Background: an optimization exercise with open tools, aiming at small area, a short achievable clock period and few clock cycles per item. Do not read the settings as production practice. The RTL was checked by simulation tests, not by an equivalence proof against the original design.

==> flow/design.v (outline; a module is shown in full before it is edited, if it fits) <==
// module sine_lut: 261 lines
// module tone_core: 2421 lines
// module fa_x: 10 lines
// module ha_x: 9 lines
module tone_core (
    input  wire        clk,
    input  wire        rst,
    input  wire        in_valid,
    output wire        in_ready,
    input  wire [1:0]  op,           
    input  wire [15:0] sample,
    input  wire [31:0] now,
    output reg         out_valid,
    output reg         emit_valid,
    output wire [11:0] emit12,
    output wire [7:0]  emitq,
    output reg         cand_valid,
    output reg  [10:0] cand,
    output reg         retuned,
    output wire [10:0] freq_o,
    output wire [11:0] wave12_o
);
  // ...
==> flow/flow/run.sh <==
#!/bin/bash
# The standard layout with two changes: plain buf_1 cells as the port buffers
# that the standard flow inserts at every input and output, and clock tree
# synthesis with larger sink clusters and without dummy loads.
set -euo pipefail
bash standard.sh finish \
  "BUFFER_PORTS_ARGS=-buffer_cell sky130_fd_sc_hd__buf_1" \
  "CTS_ARGS=-sink_clustering_enable -sink_clustering_size 25 -sink_clustering_max_diameter 100 -repair_clock_nets -dont_use_dummy_load" \
  > orfs_make.log 2>&1
==> flow/standard.sh <==
#!/bin/bash
# synth_recipe.tcl (not shown) runs the flow's synth.tcl, then flattens the netlist and writes it again
# the make line also repeats each setting of config.mk as NAME=value (left out here)
make -C /OpenROAD-flow-scripts/flow DESIGN_CONFIG=/design/flow/config.mk WORK_HOME=/design/flow/orfs CLKGATE_MAP_FILE= SYNTH_SCRIPT=/design/flow/synth_recipe.tcl "${@:-finish}"
==> flow/config.mk <==
export PLATFORM = sky130hd
export DESIGN_NAME = tone_core
export DESIGN_NICKNAME = tone_core
export VERILOG_FILES = /design/flow/design.v
export SDC_FILE = /design/flow/constraint.sdc
export NUM_CORES = 4
export LEC_CHECK = 0
export CAP_MARGIN = 20
export CORE_MARGIN = 2
export CORE_UTILIZATION = 65
export PLACE_DENSITY = 0.72
export SLEW_MARGIN = 20
export SYNTH_HIERARCHICAL = 1
export SYNTH_MEMORY_MAX_BITS = 16384
==> flow/constraint.sdc <==
create_clock -name core_clock -period 45.0 [get_ports {clk}]
set_input_delay 9.0000 -clock core_clock [delete_from_list [all_inputs] [get_ports {clk}]]
set_output_delay 9.0000 -clock core_clock [all_outputs]
set_load 0.01 [all_outputs]
==> metrics.md, run 1 <==
| Metric | Value |
|---|---|
| Status | `timing/DRC/antenna clean` |
| Vias | `between 15,000 and 20,000` |
| Vias in the first global route | `approximately 21,000` |
| Inserted Diodes | `0` |
| Post-CTS Hold Buffers | `0` |
| Clk latency of the worst-skew pair | `between 0.5 and 0.6 ns` |
| TritonCTS clock tree | `built` |
| Highest-count cells in the layout ignoring fill and taps | `ha_1, nor2_1, dfxtp_1` |
| Synth Area per Inst | `between 9 and 10 um2` |
| RSZ-0062 raised after global routing | `false` |
| Dominant kind of cell | `multi-input gates` |
| Largest net degree at the start of global routing | `91` |
| Ys async rst share | `0` |
| Reg2reg path depth | `around 40` |
| RR Endpoint | `k1$_DFF_P_` |
| Layout cells sized above 1 | `0.03276` |
| EDFF count, synth | `105` |
| Dpl hpwl | `about 46 mm` |
| Most frequent cell after synthesis | `ha_1` |
| DRC | `0` |
| Clock buffers | `17` |
| Post-Route Utilization | `0.6819` |
| Family with the most delay on the worst path | `flip-flops` |
| DRT Pass-1 Iters | `5` |
| Worst setup EP type | `output pin` |
| Port-buffer cells | `roughly 110` |
| Initial Utilization | `0.6556` |
| Slowest cell on crit path | `dfxtp_1` |
| Core footprint | `between 40,000 and 50,000 um2` |
| Seq_cells | `approximately 330` |
| M1 GR Usage | `0.3524` |
| Inverter count | `197` |
| Met3 Track Usage GR | `0.03186` |
| Synth area leaders | `ha_1, dfxtp_1, edfxtp_1` |
| WS Path Type | `reg -> out` |
Testbench counts, summed over its fixed seeds: cycles 24,336, items 24,000.
==> inputs of run 2 (changes only) <==
--- a/flow/design.v
+++ b/flow/design.v
@@ -1212,38 +1212,35 @@
     wire dt_s30 = dt_p30 ^ dt_G42;
     wire dt_s31 = dt_p31 ^ dt_G57;
     wire [31:0] dt = {dt_s31, dt_s30, dt_s29, dt_s28, dt_s27, dt_s26, dt_s25, dt_s24, dt_s23, dt_s22, dt_s21, dt_s20, dt_s19, dt_s18, dt_s17, dt_s16, dt_s15, dt_s14, dt_s13, dt_s12, dt_s11, dt_s10, dt_s9, dt_s8, dt_s7, dt_s6, dt_s5, dt_s4, dt_s3, dt_s2, dt_s1, dt_p0};
     wire        adv = go & op0[1] & ~dt[31] & (|dt[30:0]);
     wire        top = |dt[30:20];
     wire        mid = |dt[19:10];
     reg  [1:0]  nxt;
     reg  [20:0] dt1;          
-    reg         top1;         
     reg  [10:0] fb1;          
     reg  [10:0] fbm;
     reg  [10:0] chm;
-    reg         v_acc, psh, wph, wacc;
+    reg         psh, wph, ldp;
     reg  [1:0]  nxt_n;
     always @(*) begin
-        v_acc = 1'b0; psh = 1'b0;
-        wph = 1'b0; wacc = 1'b0; nxt_n = 2'd0;
+        psh = 1'b1; wph = 1'b1; ldp = 1'b0;
+        fbm = fb1;
+        chm = {1'b0, dt1[9:0]};
+        nxt_n = nxt - 2'd1;
         if (rdy) begin
             fbm = freq;
             chm = {1'b0, dt[9:0]};
+            psh = 1'b0;
             wph = adv;
-            if (adv & (top | mid)) nxt_n = top ? 2'd2 : 2'd1;
-        end else if (nxt[1]) begin
-            fbm = fb1;
+            nxt_n = (adv & top) ? 2'd3 : (adv & mid) ? 2'd1 : 2'd0;
+        end else if (nxt == 2'd3) begin
             chm = dt1[20:10];
-            psh = 1'b1; wacc = 1'b1; nxt_n = 2'd1;
-        end else begin
-            fbm = fb1;
-            chm = {1'b0, dt1[9:0]};
-            v_acc = top1; psh = 1'b1; wph = 1'b1;
+            wph = 1'b0; ldp = 1'b1;
         end
     end
     wire pm_t1, pm_t2;
     ha_x u_pm_t1 (.a((fbm[0] & chm[9])), .b((fbm[1] & chm[8])), .s(pm_t1), .co(pm_t2));
     wire pm_t3, pm_t4;
     fa_x u_pm_t3 (.a((fbm[0] & chm[10])), .b((fbm[1] & chm[9])), .c((fbm[2] & chm[8])), .s(pm_t3), .co(pm_t4));
     wire pm_t5, pm_t6;
     ha_x u_pm_t5 (.a((fbm[3] & chm[7])), .b((fbm[4] & chm[6])), .s(pm_t5), .co(pm_t6));
@@ -1535,18 +1532,18 @@
     wire pm_hi_s15 = pm_hi_p15 ^ pm_hi_G26;
     wire pm_hi_s16 = 1'b0 ^ pm_hi_G15;
     wire [16:0] pm_hi = {pm_hi_s16, pm_hi_s15, pm_hi_s14, pm_hi_s13, pm_hi_s12, pm_hi_s11, pm_hi_s10, pm_hi_s9, pm_hi_s8, pm_hi_s7, pm_hi_s6, pm_hi_s5, pm_hi_s4, pm_hi_s3, pm_hi_s2, pm_hi_s1, 1'b0};
     wire [21:0] pm = {pm_hi[16], pm_hi[15], pm_hi[14], pm_hi[13], pm_hi[12], pm_hi[11], pm_hi[10], pm_hi[9], pm_hi[8], pm_hi[7], pm_hi[6], pm_hi[5], pm_hi[4], pm_hi[3], pm_hi[2], pm_hi[1], pm_lo[5], pm_lo[4], pm_lo[3], pm_lo[2], pm_lo[1], pm_lo[0]};
     reg        rst_r;
     always @(posedge clk) rst_r <= rst;
     reg        v1, ev1, cv1, ret1;
     reg [10:0] cand1;
-    reg [21:0] p1;
-    reg        v_acc1, psh1, wph1, wacc1;
+    reg [22:0] p1;
+    reg        psh1, wph1, ldp1;
     always @(posedge clk) begin
         if (rst_r) begin
             last_ts <= 32'd0;
             freq    <= 11'd0;
             upd_ts  <= 32'd0;
         end else begin
             if (adv) last_ts <= n0;
             if (ret) begin
@@ -1568,76 +1565,28 @@
             wph1 <= wph;
         end
         if (rdy) begin
             ev1   <= op0[1];
             cv1   <= op0[0];
             ret1  <= ret;
             cand1 <= map_cand;
             dt1   <= dt[30:10];
-            top1  <= top;
             fb1   <= freq;
         end
-        p1     <= pm;
-        v_acc1 <= v_acc;
-        psh1   <= psh;
-        wacc1  <= wacc;
+        p1    <= ldp1 ? red : {1'b0, pm};
+        psh1  <= psh;
+        ldp1  <= ldp;
     end
-    reg  [22:0] acc;
     reg  [22:0] phase;
     wire        last1 = rdy;
     wire [22:0] uu  = wph1 ? phase : 23'd0;
-    wire [22:0] vv  = v_acc1 ? acc : 23'd0;
-    wire [31:0] pmx = psh1 ? {p1, 10'd0} : {10'd0, p1};
-    wire xs_t1, xs_t2;
-    ha_x u_xs_t1 (.a(uu[10]), .b(vv[0]), .s(xs_t1), .co(xs_t2));
-    wire xs_t3, xs_t4;
-    fa_x u_xs_t3 (.a(uu[11]), .b(vv[1]), .c(pmx[11]), .s(xs_t3), .co(xs_t4));
-    wire xs_t5, xs_t6;
-    fa_x u_xs_t5 (.a(uu[12]), .b(vv[2]), .c(pmx[12]), .s(xs_t5), .co(xs_t6));
-    wire xs_t7, xs_t8;
-    fa_x u_xs_t7 (.a(uu[13]), .b(vv[3]), .c(pmx[13]), .s(xs_t7), .co(xs_t8));
-    wire xs_t9, xs_t10;
-    fa_x u_xs_t9 (.a(uu[14]), .b(vv[4]), .c(pmx[14]), .s(xs_t9), .co(xs_t10));
-    wire xs_t11, xs_t12;
-    fa_x u_xs_t11 (.a(uu[15]), .b(vv[5]), .c(pmx[15]), .s(xs_t11), .co(xs_t12));
-    wire xs_t13, xs_t14;
-    fa_x u_xs_t13 (.a(uu[16]), .b(vv[6]), .c(pmx[16]), .s(xs_t13), .co(xs_t14));
-    wire xs_t15, xs_t16;
-    fa_x u_xs_t15 (.a(uu[17]), .b(vv[7]), .c(pmx[17]), .s(xs_t15), .co(xs_t16));
-    wire xs_t17, xs_t18;
-    fa_x u_xs_t17 (.a(uu[18]), .b(vv[8]), .c(pmx[18]), .s(xs_t17), .co(xs_t18));
-    wire xs_t19, xs_t20;
-    fa_x u_xs_t19 (.a(uu[19]), .b(vv[9]), .c(pmx[19]), .s(xs_t19), .co(xs_t20));
-    wire xs_t21, xs_t22;
-    fa_x u_xs_t21 (.a(uu[20]), .b(vv[10]), .c(pmx[20]), .s(xs_t21), .co(xs_t22));
-    wire xs_t23, xs_t24;
-    fa_x u_xs_t23 (.a(uu[21]), .b(vv[11]), .c(pmx[21]), .s(xs_t23), .co(xs_t24));
-    wire xs_t25, xs_t26;
-    fa_x u_xs_t25 (.a(uu[22]), .b(vv[12]), .c(pmx[22]), .s(xs_t25), .co(xs_t26));
-    wire xs_t27, xs_t28;
-    ha_x u_xs_t27 (.a(vv[13]), .b(pmx[23]), .s(xs_t27), .co(xs_t28));
-    wire xs_t29, xs_t30;
-    ha_x u_xs_t29 (.a(vv[14]), .b(pmx[24]), .s(xs_t29), .co(xs_t30));
-    wire xs_t31, xs_t32;
-    ha_x u_xs_t31 (.a(vv[15]), .b(pmx[25]), .s(xs_t31), .co(xs_t32));
-    wire xs_t33, xs_t34;
-    ha_x u_xs_t33 (.a(vv[16]), .b(pmx[26]), .s(xs_t33), .co(xs_t34));
-    wire xs_t35, xs_t36;
-    ha_x u_xs_t35 (.a(vv[17]), .b(pmx[27]), .s(xs_t35), .co(xs_t36));
-    wire xs_t37, xs_t38;
-    ha_x u_xs_t37 (.a(vv[18]), .b(pmx[28]), .s(xs_t37), .co(xs_t38));
-    wire xs_t39, xs_t40;
-    ha_x u_xs_t39 (.a(vv[19]), .b(pmx[29]), .s(xs_t39), .co(xs_t40));
-    wire xs_t41, xs_t42;
-    ha_x u_xs_t41 (.a(vv[20]), .b(pmx[30]), .s(xs_t41), .co(xs_t42));
-    wire xs_t43, xs_t44;
-    ha_x u_xs_t43 (.a(vv[21]), .b(pmx[31]), .s(xs_t43), .co(xs_t44));
-    wire [33:0] xs_r0 = {1'b0, vv[22], xs_t42, xs_t40, xs_t38, xs_t36, xs_t34, xs_t32, xs_t30, xs_t28, xs_t26, xs_t24, xs_t22, xs_t20, xs_t18, xs_t16, xs_t14, xs_t12, xs_t10, xs_t8, xs_t6, xs_t4, xs_t2, pmx[10], uu[9], uu[8], uu[7], uu[6], uu[5], uu[4], uu[3], uu[2], uu[1], uu[0]};
-    wire [33:0] xs_r1 = {1'b0, xs_t44, xs_t43, xs_t41, xs_t39, xs_t37, xs_t35, xs_t33, xs_t31, xs_t29, xs_t27, xs_t25, xs_t23, xs_t21, xs_t19, xs_t17, xs_t15, xs_t13, xs_t11, xs_t9, xs_t7, xs_t5, xs_t3, xs_t1, pmx[9], pmx[8], pmx[7], pmx[6], pmx[5], pmx[4], pmx[3], pmx[2], pmx[1], pmx[0]};
+    wire [32:0] pmx = psh1 ? {p1, 10'd0} : {10'd0, p1};
+    wire [32:0] xs_r0 = {pmx[32], pmx[31], pmx[30], pmx[29], pmx[28], pmx[27], pmx[26], pmx[25], pmx[24], pmx[23], uu[22], uu[21], uu[20], uu[19], uu[18], uu[17], uu[16], uu[15], uu[14], uu[13], uu[12], uu[11], uu[10], uu[9], uu[8], uu[7], uu[6], uu[5], uu[4], uu[3], uu[2], uu[1], uu[0]};
+    wire [32:0] xs_r1 = {1'b0, 1'b0, 1'b0, 1'b0, 1'b0, 1'b0, 1'b0, 1'b0, 1'b0, 1'b0, pmx[22], pmx[21], pmx[20], pmx[19], pmx[18], pmx[17], pmx[16], pmx[15], pmx[14], pmx[13], pmx[12], pmx[11], pmx[10], pmx[9], pmx[8], pmx[7], pmx[6], pmx[5], pmx[4], pmx[3], pmx[2], pmx[1], pmx[0]};
     wire xs_p0, xs_g0;
     ha_x u_xs_p0 (.a(uu[0]), .b(pmx[0]), .s(xs_p0), .co(xs_g0));
     wire xs_p1, xs_g1;
     ha_x u_xs_p1 (.a(uu[1]), .b(pmx[1]), .s(xs_p1), .co(xs_g1));
     wire xs_p2, xs_g2;
     ha_x u_xs_p2 (.a(uu[2]), .b(pmx[2]), .s(xs_p2), .co(xs_g2));
     wire xs_p3, xs_g3;
     ha_x u_xs_p3 (.a(uu[3]), .b(pmx[3]), .s(xs_p3), .co(xs_g3));
@@ -1649,61 +1598,41 @@
     ha_x u_xs_p6 (.a(uu[6]), .b(pmx[6]), .s(xs_p6), .co(xs_g6));
     wire xs_p7, xs_g7;
     ha_x u_xs_p7 (.a(uu[7]), .b(pmx[7]), .s(xs_p7), .co(xs_g7));
     wire xs_p8, xs_g8;
     ha_x u_xs_p8 (.a(uu[8]), .b(pmx[8]), .s(xs_p8), .co(xs_g8));
     wire xs_p9, xs_g9;
     ha_x u_xs_p9 (.a(uu[9]), .b(pmx[9]), .s(xs_p9), .co(xs_g9));
     wire xs_p10, xs_g10;
-    ha_x u_xs_p10 (.a(pmx[10]), .b(xs_t1), .s(xs_p10), .co(xs_g10));
+    ha_x u_xs_p10 (.a(uu[10]), .b(pmx[10]), .s(xs_p10), .co(xs_g10));
     wire xs_p11, xs_g11;
-    ha_x u_xs_p11 (.a(xs_t2), .b(xs_t3), .s(xs_p11), .co(xs_g11));
+    ha_x u_xs_p11 (.a(uu[11]), .b(pmx[11]), .s(xs_p11), .co(xs_g11));
     wire xs_p12, xs_g12;
-    ha_x u_xs_p12 (.a(xs_t4), .b(xs_t5), .s(xs_p12), .co(xs_g12));
+    ha_x u_xs_p12 (.a(uu[12]), .b(pmx[12]), .s(xs_p12), .co(xs_g12));
     wire xs_p13, xs_g13;
-    ha_x u_xs_p13 (.a(xs_t6), .b(xs_t7), .s(xs_p13), .co(xs_g13));
+    ha_x u_xs_p13 (.a(uu[13]), .b(pmx[13]), .s(xs_p13), .co(xs_g13));
     wire xs_p14, xs_g14;
-    ha_x u_xs_p14 (.a(xs_t8), .b(xs_t9), .s(xs_p14), .co(xs_g14));
+    ha_x u_xs_p14 (.a(uu[14]), .b(pmx[14]), .s(xs_p14), .co(xs_g14));
     wire xs_p15, xs_g15;
-    ha_x u_xs_p15 (.a(xs_t10), .b(xs_t11), .s(xs_p15), .co(xs_g15));
+    ha_x u_xs_p15 (.a(uu[15]), .b(pmx[15]), .s(xs_p15), .co(xs_g15));
     wire xs_p16, xs_g16;
-    ha_x u_xs_p16 (.a(xs_t12), .b(xs_t13), .s(xs_p16), .co(xs_g16));
+    ha_x u_xs_p16 (.a(uu[16]), .b(pmx[16]), .s(xs_p16), .co(xs_g16));
     wire xs_p17, xs_g17;
-    ha_x u_xs_p17 (.a(xs_t14), .b(xs_t15), .s(xs_p17), .co(xs_g17));
+    ha_x u_xs_p17 (.a(uu[17]), .b(pmx[17]), .s(xs_p17), .co(xs_g17));
     wire xs_p18, xs_g18;
-    ha_x u_xs_p18 (.a(xs_t16), .b(xs_t17), .s(xs_p18), .co(xs_g18));
+    ha_x u_xs_p18 (.a(uu[18]), .b(pmx[18]), .s(xs_p18), .co(xs_g18));
     wire xs_p19, xs_g19;
-    ha_x u_xs_p19 (.a(xs_t18), .b(xs_t19), .s(xs_p19), .co(xs_g19));
+    ha_x u_xs_p19 (.a(uu[19]), .b(pmx[19]), .s(xs_p19), .co(xs_g19));
     wire xs_p20, xs_g20;
-    ha_x u_xs_p20 (.a(xs_t20), .b(xs_t21), .s(xs_p20), .co(xs_g20));
+    ha_x u_xs_p20 (.a(uu[20]), .b(pmx[20]), .s(xs_p20), .co(xs_g20));
     wire xs_p21, xs_g21;
-    ha_x u_xs_p21 (.a(xs_t22), .b(xs_t23), .s(xs_p21), .co(xs_g21));
+    ha_x u_xs_p21 (.a(uu[21]), .b(pmx[21]), .s(xs_p21), .co(xs_g21));
     wire xs_p22, xs_g22;
-    ha_x u_xs_p22 (.a(xs_t24), .b(xs_t25), .s(xs_p22), .co(xs_g22));
-    wire xs_p23, xs_g23;
-    ha_x u_xs_p23 (.a(xs_t26), .b(xs_t27), .s(xs_p23), .co(xs_g23));
-    wire xs_p24, xs_g24;
-    ha_x u_xs_p24 (.a(xs_t28), .b(xs_t29), .s(xs_p24), .co(xs_g24));
-    wire xs_p25, xs_g25;
-    ha_x u_xs_p25 (.a(xs_t30), .b(xs_t31), .s(xs_p25), .co(xs_g25));
-    wire xs_p26, xs_g26;
-    ha_x u_xs_p26 (.a(xs_t32), .b(xs_t33), .s(xs_p26), .co(xs_g26));
-    wire xs_p27, xs_g27;
-    ha_x u_xs_p27 (.a(xs_t34), .b(xs_t35), .s(xs_p27), .co(xs_g27));
-    wire xs_p28, xs_g28;
-    ha_x u_xs_p28 (.a(xs_t36), .b(xs_t37), .s(xs_p28), .co(xs_g28));
-    wire xs_p29, xs_g29;
-    ha_x u_xs_p29 (.a(xs_t38), .b(xs_t39), .s(xs_p29), .co(xs_g29));
-    wire xs_p30, xs_g30;
-    ha_x u_xs_p30 (.a(xs_t40), .b(xs_t41), .s(xs_p30), .co(xs_g30));
-    wire xs_p31, xs_g31;
-    ha_x u_xs_p31 (.a(xs_t42), .b(xs_t43), .s(xs_p31), .co(xs_g31));
-    wire xs_p32, xs_g32;
-    ha_x u_xs_p32 (.a(vv[22]), .b(xs_t44), .s(xs_p32), .co(xs_g32));
+    ha_x u_xs_p22 (.a(uu[22]), .b(pmx[22]), .s(xs_p22), .co(xs_g22));
     wire xs_G1 = xs_g1 | (xs_p1 & xs_g0);
     wire xs_P1 = xs_p1 & xs_p0;
     wire xs_G2 = xs_g3 | (xs_p3 & xs_g2);
     wire xs_P2 = xs_p3 & xs_p2;
     wire xs_G3 = xs_g5 | (xs_p5 & xs_g4);
     wire xs_P3 = xs_p5 & xs_p4;
     wire xs_G4 = xs_g7 | (xs_p7 & xs_g6);
     wire xs_P4 = xs_p7 & xs_p6;
@@ -1716,305 +1645,295 @@
     wire xs_G8 = xs_g15 | (xs_p15 & xs_g14);
     wire xs_P8 = xs_p15 & xs_p14;
     wire xs_G9 = xs_g17 | (xs_p17 & xs_g16);
     wire xs_P9 = xs_p17 & xs_p16;
     wire xs_G10 = xs_g19 | (xs_p19 & xs_g18);
     wire xs_P10 = xs_p19 & xs_p18;
     wire xs_G11 = xs_g21 | (xs_p21 & xs_g20);
     wire xs_P11 = xs_p21 & xs_p20;
-    wire xs_G12 = xs_g23 | (xs_p23 & xs_g22);
-    wire xs_P12 = xs_p23 & xs_p22;
-    wire xs_G13 = xs_g25 | (xs_p25 & xs_g24);
-    wire xs_P13 = xs_p25 & xs_p24;
-    wire xs_G14 = xs_g27 | (xs_p27 & xs_g26);
-    wire xs_P14 = xs_p27 & xs_p26;
-    wire xs_G15 = xs_g29 | (xs_p29 & xs_g28);
-    wire xs_P15 = xs_p29 & xs_p28;
-    wire xs_G16 = xs_g31 | (xs_p31 & xs_g30);
-    wire xs_P16 = xs_p31 & xs_p30;
-    wire xs_G17 = 1'b0 | (1'b0 & xs_g32);
-    wire xs_P17 = 1'b0 & xs_p32;
-    wire xs_G18 = xs_G2 | (xs_P2 & xs_G1);
-    wire xs_P18 = xs_P2 & xs_P1;
-    wire xs_G19 = xs_G4 | (xs_P4 & xs_G3);
-    wire xs_P19 = xs_P4 & xs_P3;
-    wire xs_G20 = xs_G6 | (xs_P6 & xs_G5);
-    wire xs_P20 = xs_P6 & xs_P5;
-    wire xs_G21 = xs_G8 | (xs_P8 & xs_G7);
-    wire xs_P21 = xs_P8 & xs_P7;
-    wire xs_G22 = xs_G10 | (xs_P10 & xs_G9);
-    wire xs_P22 = xs_P10 & xs_P9;
-    wire xs_G23 = xs_G12 | (xs_P12 & xs_G11);
-    wire xs_P23 = xs_P12 & xs_P11;
-    wire xs_G24 = xs_G14 | (xs_P14 & xs_G13);
-    wire xs_P24 = xs_P14 & xs_P13;
-    wire xs_G25 = xs_G16 | (xs_P16 & xs_G15);
-    wire xs_P25 = xs_P16 & xs_P15;
-    wire xs_G26 = xs_G19 | (xs_P19 & xs_G18);
-    wire xs_P26 = xs_P19 & xs_P18;
-    wire xs_G27 = xs_G21 | (xs_P21 & xs_G20);
-    wire xs_P27 = xs_P21 & xs_P20;
-    wire xs_G28 = xs_G23 | (xs_P23 & xs_G22);
-    wire xs_P28 = xs_P23 & xs_P22;
-    wire xs_G29 = xs_G25 | (xs_P25 & xs_G24);
-    wire xs_P29 = xs_P25 & xs_P24;
-    wire xs_G30 = xs_G27 | (xs_P27 & xs_G26);
-    wire xs_P30 = xs_P27 & xs_P26;
-    wire xs_G31 = xs_G29 | (xs_P29 & xs_G28);
-    wire xs_P31 = xs_P29 & xs_P28;
-    wire xs_G32 = xs_G31 | (xs_P31 & xs_G30);
-    wire xs_P32 = xs_P31 & xs_P30;
-    wire xs_G33 = xs_G28 | (xs_P28 & xs_G30);
-    wire xs_P33 = xs_P28 & xs_P30;
-    wire xs_G34 = xs_G20 | (xs_P20 & xs_G26);
-    wire xs_P34 = xs_P20 & xs_P26;
-    wire xs_G35 = xs_G22 | (xs_P22 & xs_G30);
-    wire xs_P35 = xs_P22 & xs_P30;
-    wire xs_G36 = xs_G24 | (xs_P24 & xs_G33);
-    wire xs_P36 = xs_P24 & xs_P33;
-    wire xs_G37 = xs_G3 | (xs_P3 & xs_G18);
-    wire xs_P37 = xs_P3 & xs_P18;
-    wire xs_G38 = xs_G5 | (xs_P5 & xs_G26);
-    wire xs_P38 = xs_P5 & xs_P26;
-    wire xs_G39 = xs_G7 | (xs_P7 & xs_G34);
-    wire xs_P39 = xs_P7 & xs_P34;
-    wire xs_G40 = xs_G9 | (xs_P9 & xs_G30);
-    wire xs_P40 = xs_P9 & xs_P30;
-    wire xs_G41 = xs_G11 | (xs_P11 & xs_G35);
-    wire xs_P41 = xs_P11 & xs_P35;
-    wire xs_G42 = xs_G13 | (xs_P13 & xs_G33);
-    wire xs_P42 = xs_P13 & xs_P33;
-    wire xs_G43 = xs_G15 | (xs_P15 & xs_G36);
-    wire xs_P43 = xs_P15 & xs_P36;
-    wire xs_G44 = xs_G17 | (xs_P17 & xs_G32);
-    wire xs_P44 = xs_P17 & xs_P32;
-    wire xs_G45 = xs_g2 | (xs_p2 & xs_G1);
-    wire xs_P45 = xs_p2 & xs_P1;
-    wire xs_G46 = xs_g4 | (xs_p4 & xs_G18);
-    wire xs_P46 = xs_p4 & xs_P18;
-    wire xs_G47 = xs_g6 | (xs_p6 & xs_G37);
-    wire xs_P47 = xs_p6 & xs_P37;
-    wire xs_G48 = xs_g8 | (xs_p8 & xs_G26);
-    wire xs_P48 = xs_p8 & xs_P26;
-    wire xs_G49 = xs_g10 | (xs_p10 & xs_G38);
-    wire xs_P49 = xs_p10 & xs_P38;
-    wire xs_G50 = xs_g12 | (xs_p12 & xs_G34);
-    wire xs_P50 = xs_p12 & xs_P34;
-    wire xs_G51 = xs_g14 | (xs_p14 & xs_G39);
-    wire xs_P51 = xs_p14 & xs_P39;
-    wire xs_G52 = xs_g16 | (xs_p16 & xs_G30);
-    wire xs_P52 = xs_p16 & xs_P30;
-    wire xs_G53 = xs_g18 | (xs_p18 & xs_G40);
-    wire xs_P53 = xs_p18 & xs_P40;
-    wire xs_G54 = xs_g20 | (xs_p20 & xs_G35);
-    wire xs_P54 = xs_p20 & xs_P35;
-    wire xs_G55 = xs_g22 | (xs_p22 & xs_G41);
-    wire xs_P55 = xs_p22 & xs_P41;
-    wire xs_G56 = xs_g24 | (xs_p24 & xs_G33);
-    wire xs_P56 = xs_p24 & xs_P33;
-    wire xs_G57 = xs_g26 | (xs_p26 & xs_G42);
-    wire xs_P57 = xs_p26 & xs_P42;
-    wire xs_G58 = xs_g28 | (xs_p28 & xs_G36);
-    wire xs_P58 = xs_p28 & xs_P36;
-    wire xs_G59 = xs_g30 | (xs_p30 & xs_G43);
-    wire xs_P59 = xs_p30 & xs_P43;
-    wire xs_G60 = xs_g32 | (xs_p32 & xs_G32);
-    wire xs_P60 = xs_p32 & xs_P32;
+    wire xs_G12 = 1'b0 | (pmx[23] & xs_g22);
+    wire xs_P12 = pmx[23] & xs_p22;
+    wire xs_G13 = 1'b0 | (pmx[25] & 1'b0);
+    wire xs_P13 = pmx[25] & pmx[24];
+    wire xs_G14 = 1'b0 | (pmx[27] & 1'b0);
+    wire xs_P14 = pmx[27] & pmx[26];
+    wire xs_G15 = 1'b0 | (pmx[29] & 1'b0);
+    wire xs_P15 = pmx[29] & pmx[28];
+    wire xs_G16 = 1'b0 | (pmx[31] & 1'b0);
+    wire xs_P16 = pmx[31] & pmx[30];
+    wire xs_G17 = xs_G2 | (xs_P2 & xs_G1);
+    wire xs_P17 = xs_P2 & xs_P1;
+    wire xs_G18 = xs_G4 | (xs_P4 & xs_G3);
+    wire xs_P18 = xs_P4 & xs_P3;
+    wire xs_G19 = xs_G6 | (xs_P6 & xs_G5);
+    wire xs_P19 = xs_P6 & xs_P5;
+    wire xs_G20 = xs_G8 | (xs_P8 & xs_G7);
+    wire xs_P20 = xs_P8 & xs_P7;
+    wire xs_G21 = xs_G10 | (xs_P10 & xs_G9);
+    wire xs_P21 = xs_P10 & xs_P9;
+    wire xs_G22 = xs_G12 | (xs_P12 & xs_G11);
+    wire xs_P22 = xs_P12 & xs_P11;
+    wire xs_G23 = xs_G14 | (xs_P14 & xs_G13);
+    wire xs_P23 = xs_P14 & xs_P13;
+    wire xs_G24 = xs_G16 | (xs_P16 & xs_G15);
+    wire xs_P24 = xs_P16 & xs_P15;
+    wire xs_G25 = xs_G18 | (xs_P18 & xs_G17);
+    wire xs_P25 = xs_P18 & xs_P17;
+    wire xs_G26 = xs_G20 | (xs_P20 & xs_G19);
+    wire xs_P26 = xs_P20 & xs_P19;
+    wire xs_G27 = xs_G22 | (xs_P22 & xs_G21);
+    wire xs_P27 = xs_P22 & xs_P21;
+    wire xs_G28 = xs_G24 | (xs_P24 & xs_G23);
+    wire xs_P28 = xs_P24 & xs_P23;
+    wire xs_G29 = xs_G26 | (xs_P26 & xs_G25);
+    wire xs_P29 = xs_P26 & xs_P25;
+    wire xs_G30 = xs_G28 | (xs_P28 & xs_G27);
+    wire xs_P30 = xs_P28 & xs_P27;
+    wire xs_G31 = xs_G30 | (xs_P30 & xs_G29);
+    wire xs_P31 = xs_P30 & xs_P29;
+    wire xs_G32 = xs_G27 | (xs_P27 & xs_G29);
+    wire xs_P32 = xs_P27 & xs_P29;
+    wire xs_G33 = xs_G19 | (xs_P19 & xs_G25);
+    wire xs_P33 = xs_P19 & xs_P25;
+    wire xs_G34 = xs_G21 | (xs_P21 & xs_G29);
+    wire xs_P34 = xs_P21 & xs_P29;
+    wire xs_G35 = xs_G23 | (xs_P23 & xs_G32);
+    wire xs_P35 = xs_P23 & xs_P32;
+    wire xs_G36 = xs_G3 | (xs_P3 & xs_G17);
+    wire xs_P36 = xs_P3 & xs_P17;
+    wire xs_G37 = xs_G5 | (xs_P5 & xs_G25);
+    wire xs_P37 = xs_P5 & xs_P25;
+    wire xs_G38 = xs_G7 | (xs_P7 & xs_G33);
+    wire xs_P38 = xs_P7 & xs_P33;
+    wire xs_G39 = xs_G9 | (xs_P9 & xs_G29);
+    wire xs_P39 = xs_P9 & xs_P29;
+    wire xs_G40 = xs_G11 | (xs_P11 & xs_G34);
+    wire xs_P40 = xs_P11 & xs_P34;
+    wire xs_G41 = xs_G13 | (xs_P13 & xs_G32);
+    wire xs_P41 = xs_P13 & xs_P32;
+    wire xs_G42 = xs_G15 | (xs_P15 & xs_G35);
+    wire xs_P42 = xs_P15 & xs_P35;
+    wire xs_G43 = xs_g2 | (xs_p2 & xs_G1);
+    wire xs_P43 = xs_p2 & xs_P1;
+    wire xs_G44 = xs_g4 | (xs_p4 & xs_G17);
+    wire xs_P44 = xs_p4 & xs_P17;
+    wire xs_G45 = xs_g6 | (xs_p6 & xs_G36);
+    wire xs_P45 = xs_p6 & xs_P36;
+    wire xs_G46 = xs_g8 | (xs_p8 & xs_G25);
+    wire xs_P46 = xs_p8 & xs_P25;
+    wire xs_G47 = xs_g10 | (xs_p10 & xs_G37);
+    wire xs_P47 = xs_p10 & xs_P37;
+    wire xs_G48 = xs_g12 | (xs_p12 & xs_G33);
+    wire xs_P48 = xs_p12 & xs_P33;
+    wire xs_G49 = xs_g14 | (xs_p14 & xs_G38);
+    wire xs_P49 = xs_p14 & xs_P38;
+    wire xs_G50 = xs_g16 | (xs_p16 & xs_G29);
+    wire xs_P50 = xs_p16 & xs_P29;
+    wire xs_G51 = xs_g18 | (xs_p18 & xs_G39);
+    wire xs_P51 = xs_p18 & xs_P39;
+    wire xs_G52 = xs_g20 | (xs_p20 & xs_G34);
+    wire xs_P52 = xs_p20 & xs_P34;
+    wire xs_G53 = xs_g22 | (xs_p22 & xs_G40);
+    wire xs_P53 = xs_p22 & xs_P40;
+    wire xs_G54 = 1'b0 | (pmx[24] & xs_G32);
+    wire xs_P54 = pmx[24] & xs_P32;
+    wire xs_G55 = 1'b0 | (pmx[26] & xs_G41);
+    wire xs_P55 = pmx[26] & xs_P41;
+    wire xs_G56 = 1'b0 | (pmx[28] & xs_G35);
+    wire xs_P56 = pmx[28] & xs_P35;
+    wire xs_G57 = 1'b0 | (pmx[30] & xs_G42);
+    wire xs_P57 = pmx[30] & xs_P42;
+    wire xs_G58 = 1'b0 | (pmx[32] & xs_G31);
+    wire xs_P58 = pmx[32] & xs_P31;
     wire xs_s1 = xs_p1 ^ xs_g0;
     wire xs_s2 = xs_p2 ^ xs_G1;
-    wire xs_s3 = xs_p3 ^ xs_G45;
-    wire xs_s4 = xs_p4 ^ xs_G18;
-    wire xs_s5 = xs_p5 ^ xs_G46;
-    wire xs_s6 = xs_p6 ^ xs_G37;
-    wire xs_s7 = xs_p7 ^ xs_G47;
-    wire xs_s8 = xs_p8 ^ xs_G26;
-    wire xs_s9 = xs_p9 ^ xs_G48;
-    wire xs_s10 = xs_p10 ^ xs_G38;
-    wire xs_s11 = xs_p11 ^ xs_G49;
-    wire xs_s12 = xs_p12 ^ xs_G34;
-    wire xs_s13 = xs_p13 ^ xs_G50;
-    wire xs_s14 = xs_p14 ^ xs_G39;
-    wire xs_s15 = xs_p15 ^ xs_G51;
-    wire xs_s16 = xs_p16 ^ xs_G30;
-    wire xs_s17 = xs_p17 ^ xs_G52;
-    wire xs_s18 = xs_p18 ^ xs_G40;
-    wire xs_s19 = xs_p19 ^ xs_G53;
-    wire xs_s20 = xs_p20 ^ xs_G35;
-    wire xs_s21 = xs_p21 ^ xs_G54;
-    wire xs_s22 = xs_p22 ^ xs_G41;
-    wire xs_s23 = xs_p23 ^ xs_G55;
-    wire xs_s24 = xs_p24 ^ xs_G33;
-    wire xs_s25 = xs_p25 ^ xs_G56;
-    wire xs_s26 = xs_p26 ^ xs_G42;
-    wire xs_s27 = xs_p27 ^ xs_G57;
-    wire xs_s28 = xs_p28 ^ xs_G36;
-    wire xs_s29 = xs_p29 ^ xs_G58;
-    wire xs_s30 = xs_p30 ^ xs_G43;
-    wire xs_s31 = xs_p31 ^ xs_G59;
-    wire xs_s32 = xs_p32 ^ xs_G32;
-    wire xs_s33 = 1'b0 ^ xs_G60;
-    wire [33:0] xs = {xs_s33, xs_s32, xs_s31, xs_s30, xs_s29, xs_s28, xs_s27, xs_s26, xs_s25, xs_s24, xs_s23, xs_s22, xs_s21, xs_s20, xs_s19, xs_s18, xs_s17, xs_s16, xs_s15, xs_s14, xs_s13, xs_s12, xs_s11, xs_s10, xs_s9, xs_s8, xs_s7, xs_s6, xs_s5, xs_s4, xs_s3, xs_s2, xs_s1, xs_p0};
-    wire [27:0] z  = xs[33:6];
+    wire xs_s3 = xs_p3 ^ xs_G43;
+    wire xs_s4 = xs_p4 ^ xs_G17;
+    wire xs_s5 = xs_p5 ^ xs_G44;
+    wire xs_s6 = xs_p6 ^ xs_G36;
+    wire xs_s7 = xs_p7 ^ xs_G45;
+    wire xs_s8 = xs_p8 ^ xs_G25;
+    wire xs_s9 = xs_p9 ^ xs_G46;
+    wire xs_s10 = xs_p10 ^ xs_G37;
+    wire xs_s11 = xs_p11 ^ xs_G47;
+    wire xs_s12 = xs_p12 ^ xs_G33;
+    wire xs_s13 = xs_p13 ^ xs_G48;
+    wire xs_s14 = xs_p14 ^ xs_G38;
+    wire xs_s15 = xs_p15 ^ xs_G49;
+    wire xs_s16 = xs_p16 ^ xs_G29;
+    wire xs_s17 = xs_p17 ^ xs_G50;
+    wire xs_s18 = xs_p18 ^ xs_G39;
+    wire xs_s19 = xs_p19 ^ xs_G51;
+    wire xs_s20 = xs_p20 ^ xs_G34;
+    wire xs_s21 = xs_p21 ^ xs_G52;
+    wire xs_s22 = xs_p22 ^ xs_G40;
+    wire xs_s23 = pmx[23] ^ xs_G53;
+    wire xs_s24 = pmx[24] ^ xs_G32;
+    wire xs_s25 = pmx[25] ^ xs_G54;
+    wire xs_s26 = pmx[26] ^ xs_G41;
+    wire xs_s27 = pmx[27] ^ xs_G55;
+    wire xs_s28 = pmx[28] ^ xs_G35;
+    wire xs_s29 = pmx[29] ^ xs_G56;
+    wire xs_s30 = pmx[30] ^ xs_G42;
+    wire xs_s31 = pmx[31] ^ xs_G57;
+    wire xs_s32 = pmx[32] ^ xs_G31;
+    wire [32:0] xs = {xs_s32, xs_s31, xs_s30, xs_s29, xs_s28, xs_s27, xs_s26, xs_s25, xs_s24, xs_s23, xs_s22, xs_s21, xs_s20, xs_s19, xs_s18, xs_s17, xs_s16, xs_s15, xs_s14, xs_s13, xs_s12, xs_s11, xs_s10, xs_s9, xs_s8, xs_s7, xs_s6, xs_s5, xs_s4, xs_s3, xs_s2, xs_s1, xs_p0};
+    wire [26:0] z  = xs[32:6];
     wire fv_t1, fv_t2;
     fa_x u_fv_t1 (.a(z[0]), .b(~z[14]), .c(~z[19]), .s(fv_t1), .co(fv_t2));
     wire fv_t3, fv_t4;
     fa_x u_fv_t3 (.a(z[20]), .b(z[21]), .c(~z[23]), .s(fv_t3), .co(fv_t4));
     wire fv_t5, fv_t6;
     fa_x u_fv_t5 (.a(z[1]), .b(~z[15]), .c(~z[24]), .s(fv_t5), .co(fv_t6));
     wire fv_t7, fv_t8;
-    assign fv_t7 = z[27] ^ 1'b1;
-    assign fv_t8 = z[27] & 1'b1;
+    fa_x u_fv_t7 (.a(z[2]), .b(~z[16]), .c(z[20]), .s(fv_t7), .co(fv_t8));
     wire fv_t9, fv_t10;
-    fa_x u_fv_t9 (.a(z[2]), .b(~z[16]), .c(z[20]), .s(fv_t9), .co(fv_t10));
+    fa_x u_fv_t9 (.a(z[3]), .b(~z[14]), .c(~z[17]), .s(fv_t9), .co(fv_t10));
     wire fv_t11, fv_t12;
-    ha_x u_fv_t11 (.a(z[22]), .b(~z[25]), .s(fv_t11), .co(fv_t12));
+    ha_x u_fv_t11 (.a(z[4]), .b(~z[15]), .s(fv_t11), .co(fv_t12));
     wire fv_t13, fv_t14;
-    fa_x u_fv_t13 (.a(z[3]), .b(~z[14]), .c(~z[17]), .s(fv_t13), .co(fv_t14));
+    fa_x u_fv_t13 (.a(z[5]), .b(~z[16]), .c(~z[19]), .s(fv_t13), .co(fv_t14));
     wire fv_t15, fv_t16;
-    assign fv_t15 = ~z[19] ^ 1'b1;
-    assign fv_t16 = ~z[19] & 1'b1;
+    fa_x u_fv_t15 (.a(z[6]), .b(~z[17]), .c(z[21]), .s(fv_t15), .co(fv_t16));
     wire fv_t17, fv_t18;
-    fa_x u_fv_t17 (.a(z[4]), .b(~z[15]), .c(~z[18]), .s(fv_t17), .co(fv_t18));
+    fa_x u_fv_t17 (.a(z[7]), .b(~z[18]), .c(z[20]), .s(fv_t17), .co(fv_t18));
     wire fv_t19, fv_t20;
-    fa_x u_fv_t19 (.a(z[5]), .b(~z[16]), .c(~z[19]), .s(fv_t19), .co(fv_t20));
+    ha_x u_fv_t19 (.a(z[22]), .b(z[25]), .s(fv_t19), .co(fv_t20));
     wire fv_t21, fv_t22;
-    fa_x u_fv_t21 (.a(z[6]), .b(~z[17]), .c(z[21]), .s(fv_t21), .co(fv_t22));
+    ha_x u_fv_t21 (.a(z[8]), .b(~z[14]), .s(fv_t21), .co(fv_t22));
     wire fv_t23, fv_t24;
-    fa_x u_fv_t23 (.a(z[7]), .b(~z[18]), .c(z[20]), .s(fv_t23), .co(fv_t24));
+    fa_x u_fv_t23 (.a(z[9]), .b(~z[15]), .c(z[19]), .s(fv_t23), .co(fv_t24));
     wire fv_t25, fv_t26;
-    ha_x u_fv_t25 (.a(z[22]), .b(z[25]), .s(fv_t25), .co(fv_t26));
+    ha_x u_fv_t25 (.a(~z[20]), .b(z[22]), .s(fv_t25), .co(fv_t26));
     wire fv_t27, fv_t28;
-    ha_x u_fv_t27 (.a(z[8]), .b(~z[14]), .s(fv_t27), .co(fv_t28));
+    fa_x u_fv_t27 (.a(z[10]), .b(z[14]), .c(~z[16]), .s(fv_t27), .co(fv_t28));
     wire fv_t29, fv_t30;
-    fa_x u_fv_t29 (.a(z[9]), .b(~z[15]), .c(z[19]), .s(fv_t29), .co(fv_t30));
+    fa_x u_fv_t29 (.a(z[11]), .b(z[15]), .c(~z[17]), .s(fv_t29), .co(fv_t30));
     wire fv_t31, fv_t32;
-    ha_x u_fv_t31 (.a(~z[20]), .b(z[22]), .s(fv_t31), .co(fv_t32));
+    ha_x u_fv_t31 (.a(z[20]), .b(~z[22]), .s(fv_t31), .co(fv_t32));
     wire fv_t33, fv_t34;
-    fa_x u_fv_t33 (.a(z[10]), .b(z[14]), .c(~z[16]), .s(fv_t33), .co(fv_t34));
+    fa_x u_fv_t33 (.a(z[12]), .b(z[16]), .c(~z[18]), .s(fv_t33), .co(fv_t34));
     wire fv_t35, fv_t36;
-    fa_x u_fv_t35 (.a(z[11]), .b(z[15]), .c(~z[17]), .s(fv_t35), .co(fv_t36));
+    assign fv_t35 = z[21] ^ ~z[24] ^ 1'b1;
+    assign fv_t36 = (z[21] & ~z[24]) | (z[21] & 1'b1) | (~z[24] & 1'b1);
     wire fv_t37, fv_t38;
-    ha_x u_fv_t37 (.a(z[20]), .b(~z[22]), .s(fv_t37), .co(fv_t38));
+    fa_x u_fv_t37 (.a(z[13]), .b(z[17]), .c(z[19]), .s(fv_t37), .co(fv_t38));
     wire fv_t39, fv_t40;
-    fa_x u_fv_t39 (.a(z[12]), .b(z[16]), .c(~z[18]), .s(fv_t39), .co(fv_t40));
+    ha_x u_fv_t39 (.a(z[22]), .b(~z[25]), .s(fv_t39), .co(fv_t40));
     wire fv_t41, fv_t42;
-    assign fv_t41 = z[21] ^ ~z[24] ^ 1'b1;
-    assign fv_t42 = (z[21] & ~z[24]) | (z[21] & 1'b1) | (~z[24] & 1'b1);
+    ha_x u_fv_t41 (.a(z[18]), .b(~z[21]), .s(fv_t41), .co(fv_t42));
     wire fv_t43, fv_t44;
-    fa_x u_fv_t43 (.a(z[13]), .b(z[17]), .c(z[19]), .s(fv_t43), .co(fv_t44));
+    assign fv_t43 = z[26] ^ 1'b1;
+    assign fv_t44 = z[26] & 1'b1;
     wire fv_t45, fv_t46;
-    ha_x u_fv_t45 (.a(z[22]), .b(~z[25]), .s(fv_t45), .co(fv_t46));
+    assign fv_t45 = 1'b1 ^ fv_t2 ^ fv_t4;
+    assign fv_t46 = (1'b1 & fv_t2) | (1'b1 & fv_t4) | (fv_t2 & fv_t4);
     wire fv_t47, fv_t48;
-    ha_x u_fv_t47 (.a(z[18]), .b(~z[21]), .s(fv_t47), .co(fv_t48));
+    fa_x u_fv_t47 (.a(z[22]), .b(~z[25]), .c(fv_t6), .s(fv_t47), .co(fv_t48));
     wire fv_t49, fv_t50;
-    assign fv_t49 = z[26] ^ 1'b1;
-    assign fv_t50 = z[26] & 1'b1;
+    assign fv_t49 = ~z[19] ^ 1'b1 ^ fv_t8;
+    assign fv_t50 = (~z[19] & 1'b1) | (~z[19] & fv_t8) | (1'b1 & fv_t8);
     wire fv_t51, fv_t52;
-    fa_x u_fv_t51 (.a(fv_t2), .b(fv_t4), .c(fv_t5), .s(fv_t51), .co(fv_t52));
+    fa_x u_fv_t51 (.a(~z[18]), .b(z[22]), .c(fv_t10), .s(fv_t51), .co(fv_t52));
     wire fv_t53, fv_t54;
-    fa_x u_fv_t53 (.a(fv_t6), .b(fv_t8), .c(fv_t9), .s(fv_t53), .co(fv_t54));
+    fa_x u_fv_t53 (.a(z[20]), .b(z[23]), .c(fv_t12), .s(fv_t53), .co(fv_t54));
     wire fv_t55, fv_t56;
-    fa_x u_fv_t55 (.a(fv_t10), .b(fv_t12), .c(fv_t13), .s(fv_t55), .co(fv_t56));
+    assign fv_t55 = z[24] ^ 1'b1 ^ fv_t14;
+    assign fv_t56 = (z[24] & 1'b1) | (z[24] & fv_t14) | (1'b1 & fv_t14);
     wire fv_t57, fv_t58;
-    fa_x u_fv_t57 (.a(z[22]), .b(fv_t14), .c(fv_t16), .s(fv_t57), .co(fv_t58));
+    assign fv_t57 = 1'b1 ^ fv_t16 ^ fv_t17;
+    assign fv_t58 = (1'b1 & fv_t16) | (1'b1 & fv_t17) | (fv_t16 & fv_t17);
     wire fv_t59, fv_t60;
-    fa_x u_fv_t59 (.a(z[20]), .b(z[23]), .c(fv_t18), .s(fv_t59), .co(fv_t60));
+    assign fv_t59 = 1'b1 ^ fv_t18 ^ fv_t20;
+    assign fv_t60 = (1'b1 & fv_t18) | (1'b1 & fv_t20) | (fv_t18 & fv_t20);
     wire fv_t61, fv_t62;
-    assign fv_t61 = z[24] ^ 1'b1 ^ fv_t20;
-    assign fv_t62 = (z[24] & 1'b1) | (z[24] & fv_t20) | (1'b1 & fv_t20);
+    fa_x u_fv_t61 (.a(~z[26]), .b(fv_t22), .c(fv_t23), .s(fv_t61), .co(fv_t62));
     wire fv_t63, fv_t64;
-    assign fv_t63 = 1'b1 ^ fv_t22 ^ fv_t23;
-    assign fv_t64 = (1'b1 & fv_t22) | (1'b1 & fv_t23) | (fv_t22 & fv_t23);
+    assign fv_t63 = 1'b1 ^ fv_t24 ^ fv_t26;
+    assign fv_t64 = (1'b1 & fv_t24) | (1'b1 & fv_t26) | (fv_t24 & fv_t26);
     wire fv_t65, fv_t66;
-    assign fv_t65 = 1'b1 ^ fv_t24 ^ fv_t26;
-    assign fv_t66 = (1'b1 & fv_t24) | (1'b1 & fv_t26) | (fv_t24 & fv_t26);
+    fa_x u_fv_t65 (.a(~z[23]), .b(fv_t28), .c(fv_t29), .s(fv_t65), .co(fv_t66));
     wire fv_t67, fv_t68;
-    fa_x u_fv_t67 (.a(~z[26]), .b(fv_t28), .c(fv_t29), .s(fv_t67), .co(fv_t68));
+    fa_x u_fv_t67 (.a(fv_t30), .b(fv_t32), .c(fv_t33), .s(fv_t67), .co(fv_t68));
     wire fv_t69, fv_t70;
-    fa_x u_fv_t69 (.a(~z[27]), .b(fv_t30), .c(fv_t32), .s(fv_t69), .co(fv_t70));
+    fa_x u_fv_t69 (.a(fv_t34), .b(fv_t36), .c(fv_t37), .s(fv_t69), .co(fv_t70));
     wire fv_t71, fv_t72;
-    fa_x u_fv_t71 (.a(~z[23]), .b(fv_t34), .c(fv_t35), .s(fv_t71), .co(fv_t72));
+    assign fv_t71 = 1'b1 ^ fv_t38 ^ fv_t40;
+    assign fv_t72 = (1'b1 & fv_t38) | (1'b1 & fv_t40) | (fv_t38 & fv_t40);
     wire fv_t73, fv_t74;
-    fa_x u_fv_t73 (.a(fv_t36), .b(fv_t38), .c(fv_t39), .s(fv_t73), .co(fv_t74));
+    ha_x u_fv_t73 (.a(fv_t1), .b(fv_t3), .s(fv_t73), .co(fv_t74));
     wire fv_t75, fv_t76;
-    fa_x u_fv_t75 (.a(fv_t40), .b(fv_t42), .c(fv_t43), .s(fv_t75), .co(fv_t76));
+    fa_x u_fv_t75 (.a(fv_t5), .b(fv_t44), .c(fv_t45), .s(fv_t75), .co(fv_t76));
     wire fv_t77, fv_t78;
-    assign fv_t77 = 1'b1 ^ fv_t44 ^ fv_t46;
-    assign fv_t78 = (1'b1 & fv_t44) | (1'b1 & fv_t46) | (fv_t44 & fv_t46);
+    fa_x u_fv_t77 (.a(fv_t7), .b(fv_t46), .c(fv_t47), .s(fv_t77), .co(fv_t78));
     wire fv_t79, fv_t80;
-    ha_x u_fv_t79 (.a(fv_t1), .b(fv_t3), .s(fv_t79), .co(fv_t80));
+    fa_x u_fv_t79 (.a(fv_t9), .b(fv_t48), .c(fv_t49), .s(fv_t79), .co(fv_t80));
     wire fv_t81, fv_t82;
-    fa_x u_fv_t81 (.a(fv_t7), .b(fv_t50), .c(fv_t51), .s(fv_t81), .co(fv_t82));
+    fa_x u_fv_t81 (.a(fv_t11), .b(fv_t50), .c(fv_t51), .s(fv_t81), .co(fv_t82));
     wire fv_t83, fv_t84;
-    fa_x u_fv_t83 (.a(fv_t11), .b(fv_t52), .c(fv_t53), .s(fv_t83), .co(fv_t84));
+    fa_x u_fv_t83 (.a(fv_t13), .b(fv_t52), .c(fv_t53), .s(fv_t83), .co(fv_t84));
     wire fv_t85, fv_t86;
     fa_x u_fv_t85 (.a(fv_t15), .b(fv_t54), .c(fv_t55), .s(fv_t85), .co(fv_t86));
     wire fv_t87, fv_t88;
-    fa_x u_fv_t87 (.a(fv_t17), .b(fv_t56), .c(fv_t57), .s(fv_t87), .co(fv_t88));
+    fa_x u_fv_t87 (.a(fv_t19), .b(fv_t56), .c(fv_t57), .s(fv_t87), .co(fv_t88));
     wire fv_t89, fv_t90;
-    fa_x u_fv_t89 (.a(fv_t19), .b(fv_t58), .c(fv_t59), .s(fv_t89), .co(fv_t90));
+    fa_x u_fv_t89 (.a(fv_t21), .b(fv_t58), .c(fv_t59), .s(fv_t89), .co(fv_t90));
     wire fv_t91, fv_t92;
-    fa_x u_fv_t91 (.a(fv_t21), .b(fv_t60), .c(fv_t61), .s(fv_t91), .co(fv_t92));
+    fa_x u_fv_t91 (.a(fv_t25), .b(fv_t60), .c(fv_t61), .s(fv_t91), .co(fv_t92));
     wire fv_t93, fv_t94;
-    fa_x u_fv_t93 (.a(fv_t25), .b(fv_t62), .c(fv_t63), .s(fv_t93), .co(fv_t94));
+    fa_x u_fv_t93 (.a(fv_t27), .b(fv_t62), .c(fv_t63), .s(fv_t93), .co(fv_t94));
     wire fv_t95, fv_t96;
-    fa_x u_fv_t95 (.a(fv_t27), .b(fv_t64), .c(fv_t65), .s(fv_t95), .co(fv_t96));
+    fa_x u_fv_t95 (.a(fv_t31), .b(fv_t64), .c(fv_t65), .s(fv_t95), .co(fv_t96));
     wire fv_t97, fv_t98;
-    fa_x u_fv_t97 (.a(fv_t31), .b(fv_t66), .c(fv_t67), .s(fv_t97), .co(fv_t98));
+    fa_x u_fv_t97 (.a(fv_t35), .b(fv_t66), .c(fv_t67), .s(fv_t97), .co(fv_t98));
     wire fv_t99, fv_t100;
-    fa_x u_fv_t99 (.a(fv_t33), .b(fv_t68), .c(fv_t69), .s(fv_t99), .co(fv_t100));
+    fa_x u_fv_t99 (.a(fv_t39), .b(fv_t68), .c(fv_t69), .s(fv_t99), .co(fv_t100));
     wire fv_t101, fv_t102;
-    fa_x u_fv_t101 (.a(fv_t37), .b(fv_t70), .c(fv_t71), .s(fv_t101), .co(fv_t102));
+    fa_x u_fv_t101 (.a(fv_t41), .b(fv_t70), .c(fv_t71), .s(fv_t101), .co(fv_t102));
     wire fv_t103, fv_t104;
-    fa_x u_fv_t103 (.a(fv_t41), .b(fv_t72), .c(fv_t73), .s(fv_t103), .co(fv_t104));
-    wire fv_t105, fv_t106;
-    fa_x u_fv_t105 (.a(fv_t45), .b(fv_t74), .c(fv_t75), .s(fv_t105), .co(fv_t106));
-    wire fv_t107, fv_t108;
-    fa_x u_fv_t107 (.a(fv_t47), .b(fv_t76), .c(fv_t77), .s(fv_t107), .co(fv_t108));
-    wire fv_t109, fv_t110;
-    assign fv_t109 = 1'b1 ^ fv_t48 ^ fv_t78;
-    assign fv_t110 = (1'b1 & fv_t48) | (1'b1 & fv_t78) | (fv_t48 & fv_t78);
-    wire [16:0] fv_r0 = {1'b1, fv_t108, fv_t106, fv_t104, fv_t102, fv_t100, fv_t98, fv_t96, fv_t94, fv_t92, fv_t90, fv_t88, fv_t86, fv_t84, fv_t82, fv_t80, fv_t49};
-    wire [16:0] fv_r1 = {fv_t110, fv_t109, fv_t107, fv_t105, fv_t103, fv_t101, fv_t99, fv_t97, fv_t95, fv_t93, fv_t91, fv_t89, fv_t87, fv_t85, fv_t83, fv_t81, fv_t79};
+    assign fv_t103 = 1'b1 ^ fv_t42 ^ fv_t72;
+    assign fv_t104 = (1'b1 & fv_t42) | (1'b1 & fv_t72) | (fv_t42 & fv_t72);
+    wire [16:0] fv_r0 = {1'b1, fv_t102, fv_t100, fv_t98, fv_t96, fv_t94, fv_t92, fv_t90, fv_t88, fv_t86, fv_t84, fv_t82, fv_t80, fv_t78, fv_t76, fv_t74, fv_t43};
+    wire [16:0] fv_r1 = {fv_t104, fv_t103, fv_t101, fv_t99, fv_t97, fv_t95, fv_t93, fv_t91, fv_t89, fv_t87, fv_t85, fv_t83, fv_t81, fv_t79, fv_t77, fv_t75, fv_t73};
     wire fv_p0, fv_g0;
-    ha_x u_fv_p0 (.a(fv_t49), .b(fv_t79), .s(fv_p0), .co(fv_g0));
+    ha_x u_fv_p0 (.a(fv_t43), .b(fv_t73), .s(fv_p0), .co(fv_g0));
     wire fv_p1, fv_g1;
-    ha_x u_fv_p1 (.a(fv_t80), .b(fv_t81), .s(fv_p1), .co(fv_g1));
+    ha_x u_fv_p1 (.a(fv_t74), .b(fv_t75), .s(fv_p1), .co(fv_g1));
     wire fv_p2, fv_g2;
-    ha_x u_fv_p2 (.a(fv_t82), .b(fv_t83), .s(fv_p2), .co(fv_g2));
+    ha_x u_fv_p2 (.a(fv_t76), .b(fv_t77), .s(fv_p2), .co(fv_g2));
     wire fv_p3, fv_g3;
-    ha_x u_fv_p3 (.a(fv_t84), .b(fv_t85), .s(fv_p3), .co(fv_g3));
+    ha_x u_fv_p3 (.a(fv_t78), .b(fv_t79), .s(fv_p3), .co(fv_g3));
     wire fv_p4, fv_g4;
-    ha_x u_fv_p4 (.a(fv_t86), .b(fv_t87), .s(fv_p4), .co(fv_g4));
+    ha_x u_fv_p4 (.a(fv_t80), .b(fv_t81), .s(fv_p4), .co(fv_g4));
     wire fv_p5, fv_g5;
-    ha_x u_fv_p5 (.a(fv_t88), .b(fv_t89), .s(fv_p5), .co(fv_g5));
+    ha_x u_fv_p5 (.a(fv_t82), .b(fv_t83), .s(fv_p5), .co(fv_g5));
     wire fv_p6, fv_g6;
-    ha_x u_fv_p6 (.a(fv_t90), .b(fv_t91), .s(fv_p6), .co(fv_g6));
+    ha_x u_fv_p6 (.a(fv_t84), .b(fv_t85), .s(fv_p6), .co(fv_g6));
     wire fv_p7, fv_g7;
-    ha_x u_fv_p7 (.a(fv_t92), .b(fv_t93), .s(fv_p7), .co(fv_g7));
+    ha_x u_fv_p7 (.a(fv_t86), .b(fv_t87), .s(fv_p7), .co(fv_g7));
     wire fv_p8, fv_g8;
-    ha_x u_fv_p8 (.a(fv_t94), .b(fv_t95), .s(fv_p8), .co(fv_g8));
+    ha_x u_fv_p8 (.a(fv_t88), .b(fv_t89), .s(fv_p8), .co(fv_g8));
     wire fv_p9, fv_g9;
-    ha_x u_fv_p9 (.a(fv_t96), .b(fv_t97), .s(fv_p9), .co(fv_g9));
+    ha_x u_fv_p9 (.a(fv_t90), .b(fv_t91), .s(fv_p9), .co(fv_g9));
     wire fv_p10, fv_g10;
-    ha_x u_fv_p10 (.a(fv_t98), .b(fv_t99), .s(fv_p10), .co(fv_g10));
+    ha_x u_fv_p10 (.a(fv_t92), .b(fv_t93), .s(fv_p10), .co(fv_g10));
     wire fv_p11, fv_g11;
-    ha_x u_fv_p11 (.a(fv_t100), .b(fv_t101), .s(fv_p11), .co(fv_g11));
+    ha_x u_fv_p11 (.a(fv_t94), .b(fv_t95), .s(fv_p11), .co(fv_g11));
     wire fv_p12, fv_g12;
-    ha_x u_fv_p12 (.a(fv_t102), .b(fv_t103), .s(fv_p12), .co(fv_g12));
+    ha_x u_fv_p12 (.a(fv_t96), .b(fv_t97), .s(fv_p12), .co(fv_g12));
     wire fv_p13, fv_g13;
-    ha_x u_fv_p13 (.a(fv_t104), .b(fv_t105), .s(fv_p13), .co(fv_g13));
+    ha_x u_fv_p13 (.a(fv_t98), .b(fv_t99), .s(fv_p13), .co(fv_g13));
     wire fv_p14, fv_g14;
-    ha_x u_fv_p14 (.a(fv_t106), .b(fv_t107), .s(fv_p14), .co(fv_g14));
+    ha_x u_fv_p14 (.a(fv_t100), .b(fv_t101), .s(fv_p14), .co(fv_g14));
     wire fv_p15, fv_g15;
-    ha_x u_fv_p15 (.a(fv_t108), .b(fv_t109), .s(fv_p15), .co(fv_g15));
+    ha_x u_fv_p15 (.a(fv_t102), .b(fv_t103), .s(fv_p15), .co(fv_g15));
     wire fv_p16, fv_g16;
-    assign fv_p16 = 1'b1 ^ fv_t110;
-    assign fv_g16 = 1'b1 & fv_t110;
+    assign fv_p16 = 1'b1 ^ fv_t104;
+    assign fv_g16 = 1'b1 & fv_t104;
     wire fv_G1 = fv_g1 | (fv_p1 & fv_g0);
     wire fv_P1 = fv_p1 & fv_p0;
     wire fv_G2 = fv_g3 | (fv_p3 & fv_g2);
     wire fv_P2 = fv_p3 & fv_p2;
     wire fv_G3 = fv_g5 | (fv_p5 & fv_g4);
     wire fv_P3 = fv_p5 & fv_p4;
     wire fv_G4 = fv_g7 | (fv_p7 & fv_g6);
     wire fv_P4 = fv_p7 & fv_p6;
@@ -2084,17 +2003,16 @@
     wire [22:0] red = {fv, xs[5:0]};
     reg        v2, ev2, cv2, ret2;
     reg [10:0] cand2;
     always @(posedge clk) begin
         if (rst_r)     phase <= 23'd0;
         else if (wph1) phase <= red;
         if (rst) v2 <= 1'b0;
         else     v2 <= last1 & v1;
-        if (wacc1) acc <= red;
         ev2   <= ev1;
         cv2   <= cv1;
         ret2  <= ret1;
         cand2 <= cand1;
     end
     wire fw_t1, fw_t2;
     ha_x u_fw_t1 (.a(phase[6]), .b(~phase[20]), .s(fw_t1), .co(fw_t2));
     wire fw_t3, fw_t4;
==> run 2 against run 1 <==
  * Still clean on timing, DRC and antenna
  * Synthesized area decreased by 4.2%
  * Clock skew increased by 0.021 ns
  * Worst setup slack got worse by 0.013 ns
  * Critical path type unchanged
  * Highest routed layer unchanged
==> metrics.md, run 2 <==
| Metric | Value |
|---|---|
| Clock sink count | `slightly above 300` |
| Remaining antenna violation count | `0` |
| Worst-path clk slew | `0.09 ns` |
| Ys async rst share | `0 (unchanged)` |
| DRC | `0 (unchanged)` |
| Row count | `between 70 and 80` |
| Post-synth top area share | `0.2299` |
| Initial Utilization | `0.6588 (+0.003242)` |
| All-Layer GR Usage | `0.2834` |
| Post-layout min period | `10.07 ns` |
| Max-slew headroom | `0.2617` |
| Layout cells sized above 1 | `0.05015 (+0.01739)` |
| Die W | `between 200 and 250 um` |
| Die Footprint | `approximately 42,000 um2` |
| Post-CTS resize count | `0` |
| Met2 wire length | `between 20 and 30 mm` |
| Die H | `204.9 um` |
| Synth area leader | `ha_1` |
| Global-route wire length before repair | `96.50 mm` |
| Sequential area share after synthesis | `0.2613` |
| Worst Tran Pin Value | `approximately 1.1 ns` |
| Vias in the first global route | `19,620 (-4.4%)` |
| Layout Nets | `roughly 3,400` |
| Grt total ovfl | `0` |
| Max Clock Freq | `~0.099 GHz` |
| CP peak stage delay | `approximately 0.38 ns` |
| Fillers | `around 3,200` |
| Post-Route Utilization | `0.6871 (+0.005180)` |
| Status | `timing/DRC/antenna clean` |
| Period utilization | `0.2239` |
| Routability Congestion | `between 0.9 and 1` |
| Worst Slack Setup Final | `between 30 and 40 ns` |
| Inserted Diodes | `0 (unchanged)` |
| WL met3 | `2.371 mm` |
| Startpoint type of the worst setup path | `flop` |
| Worst setup EP type | `output pin` |
| Routed Wire Length | `between 50 and 60 mm` |
| DR WL/cell | `around 18 um` |
| Cell total after placement | `roughly 3,200` |
| Yosys warns | `8` |
| Largest net degree at the start of global routing | `83 (-8.8%)` |
| Post-route met1 wirelength | `roughly 25 mm` |
| TritonCTS clock tree | `built` |
| Most frequent cell after synthesis | `ha_1` |
| Vias/cell | `around 6` |
| #FFs+latches synth | `roughly 300` |
| Endpoints failing hold | `0` |
| Family with the most delay on the worst path | `flip-flops` |
| Worst-path fanout max | `1` |
| CTS root buffer | `clkbuf_16` |
| Port-buffer cells | `111 (unchanged)` |
| Ports | `~110` |
| Top Registers | `last_ts: 32 flops, n0: 32 flops, upd_ts: 32 flops` |
| Clock buffer depth | `3` |
| Top layer in use | `met4` |
| Main flop type after synthesis | `dfxtp_1` |
| Sequential Area | `approximately 6900 um2` |
| Slew Viols, Final | `0` |
| DR iter-0 viols | `around 1,000` |
| RSZ-0062 raised after global routing | `false` |
| DP Worst Slack | `~35 ns` |
| Mapped cell area | `approximately 26,000 um2` |
| CP required | `approximately 36 ns` |
| Cells after Synth | `2,704` |
| Vias | `19,200 (-3.6%)` |
| Post-Route Setup TNS | `0 ns` |
| Worst path cell trace | `buf_1` |
| Critical path arrival | `roughly 1.1 ns` |
| Post-CTS Hold Buffers | `0 (unchanged)` |
| H-tree depth | `1` |
| Area grow syn2layout | `4.287%` |
| Slowest cell on crit path | `dfxtp_1` |
| Max-Cap Viols | `0` |
| Highest-count cells in the layout ignoring fill and taps | `ha_1, nor2_1, dfxtp_1` |
| Min-delay worst type | `reg -> reg` |
| CP bufs+invs | `1` |
| Fin cells | `about 3,300` |
| Clk latency of the worst-skew pair | `0.54 ns (about the same)` |
| Dpl hpwl | `45.71 mm (-0.51%)` |
| Initial antenna violation count | `0` |
| Setup violations, final | `0` |
| EDFF count, synth | `81 (-23%)` |
| Synth Area per Inst | `9.703 um2 (-0.16%)` |
| DRT Pass-1 Iters | `5 (unchanged)` |
| Synth top cells by count | `ha_1, nor2_1, dfxtp_1, inv_1, fa_1` |
| Core footprint | `39,820 um2 (-4.6%)` |
| Synth cell types | `94` |
| Post-CTS Setup Inserts | `0` |
| Worst Skew | `~0.063 ns` |
| WS Path Type | `reg -> out` |
| CTS buffer count | `17` |
| Commonest non-fill, non-tap cell in the layout | `ha_1` |
| Synth area leaders | `ha_1, dfxtp_1, fa_1` |
| Area of the multi-input gates | `18,020 um2` |
[run 2: cell types whose count changed after synthesis, sizes merged, moves of 12 or more]
cell    delta
a211oi    -13
a21o      -12
a21oi     -44
and2      -30
edfxtp    -24
fa        -16
ha        -14
mux2      +15
mux2i     +26
nor2      -46
[run 2: modules after synthesis (local to each module, per instance)]
module	times used	cell area, um2	flops+latches	cells
tone_core	1	16680	302	1854
sine_lut	1	2501	0	370
fa_x	140	20.02	0	1
ha_x	340	12.51	0	1
[run 2: worst paths after layout]
kind	cells past startpoint	from	slack [ns]	end
worst max-delay path	1	rdy_o$_SDFF_PP1_	34.93	in_ready
worst min-delay path	0	cand2[2]$_DFF_P_	0.33	cand3[2]$_DFF_P_
worst max register to register	42	phase[20]$_SDFFE_PP0P_	35.97	k1$_DFF_P_
worst min register to register	0	cand2[2]$_DFF_P_	0.33	cand3[2]$_DFF_P_
[run 2: cell type report]
cell class | instances | share of cell area
repair buffers | 138 | 0.02264
flip-flops and latches | 302 | 0.2509
inverters | 205 | 0.02812
well taps | 525 | 0.02401
clock buffers | 17 | 0.01555
multi-input cells | 2070 | 0.6588
[run 2: logic make-up (layout without fill, tap and decap cells)]
family | Yosys count | count (layout) | synth area share
mux | 162 | 162 | 0.06662
buf+inv | 337 | 360 | 0.05456
fa+ha+maj | 622 | 622 | 0.3367
other cells | 1 | 6 | 0.0001429
xor+xnor | 117 | 117 | 0.03958
compound gates | 427 | 427 | 0.1122
flops | 302 | 302 | 0.2613
simple gates | 736 | 736 | 0.1289
[run 2: through the flow]
stage	area, um2	hold slack [ns]
2_1_floorplan	26260	0.3096
3_5_place_dp	26920	0.3121
6_report	27360	0.3331
3_3_place_gp	26910	0.3108
5_1_grt	27360	0.3393
4_1_cts	27340	0.3348
[run 2: layer usage]
layer	global-route usage	up-vias
li1	-	9409
met4	0.08890	0
met1	0.3578	9242
met3	0.02832	101
met2	0.5093	451
met5	0	-
Testbench counts of run 2, summed over its fixed seeds: cycles 24,336, items 24,000.

what the ideal ports hide:
No port has a modelled driver above. Below, the same layouts with a new extraction and two added sets of constraints.
Step 1, drivers: a clkbuf_16 drives clk and a buf_2 each remaining input, both assumed.
Step 2, shift: input delay + t, output delay - t, t = (earliest + latest rising clock arrival at the registers) / 2. This alone moves slack from input paths to output paths.
Three values: ideal, step 1, step 2; two values: the first two.
run | shift t [ns] | setup WS [ns] | slew at the worst register clock pin (ns) | worst data-port slew with drivers (ns)
run 1 | 0.576 | 34.939 / 34.883 / 34.622 | 0.10 / 0.10 | 0.03
run 2 | 0.566 | 34.927 / 34.867 / 35.105 | 0.10 / 0.10 | 0.05
After both steps every run listed still meets setup and hold. The setup slack of run 1, which loses most, moves by -0.056 ns with the drivers and by -0.317 ns with both steps.
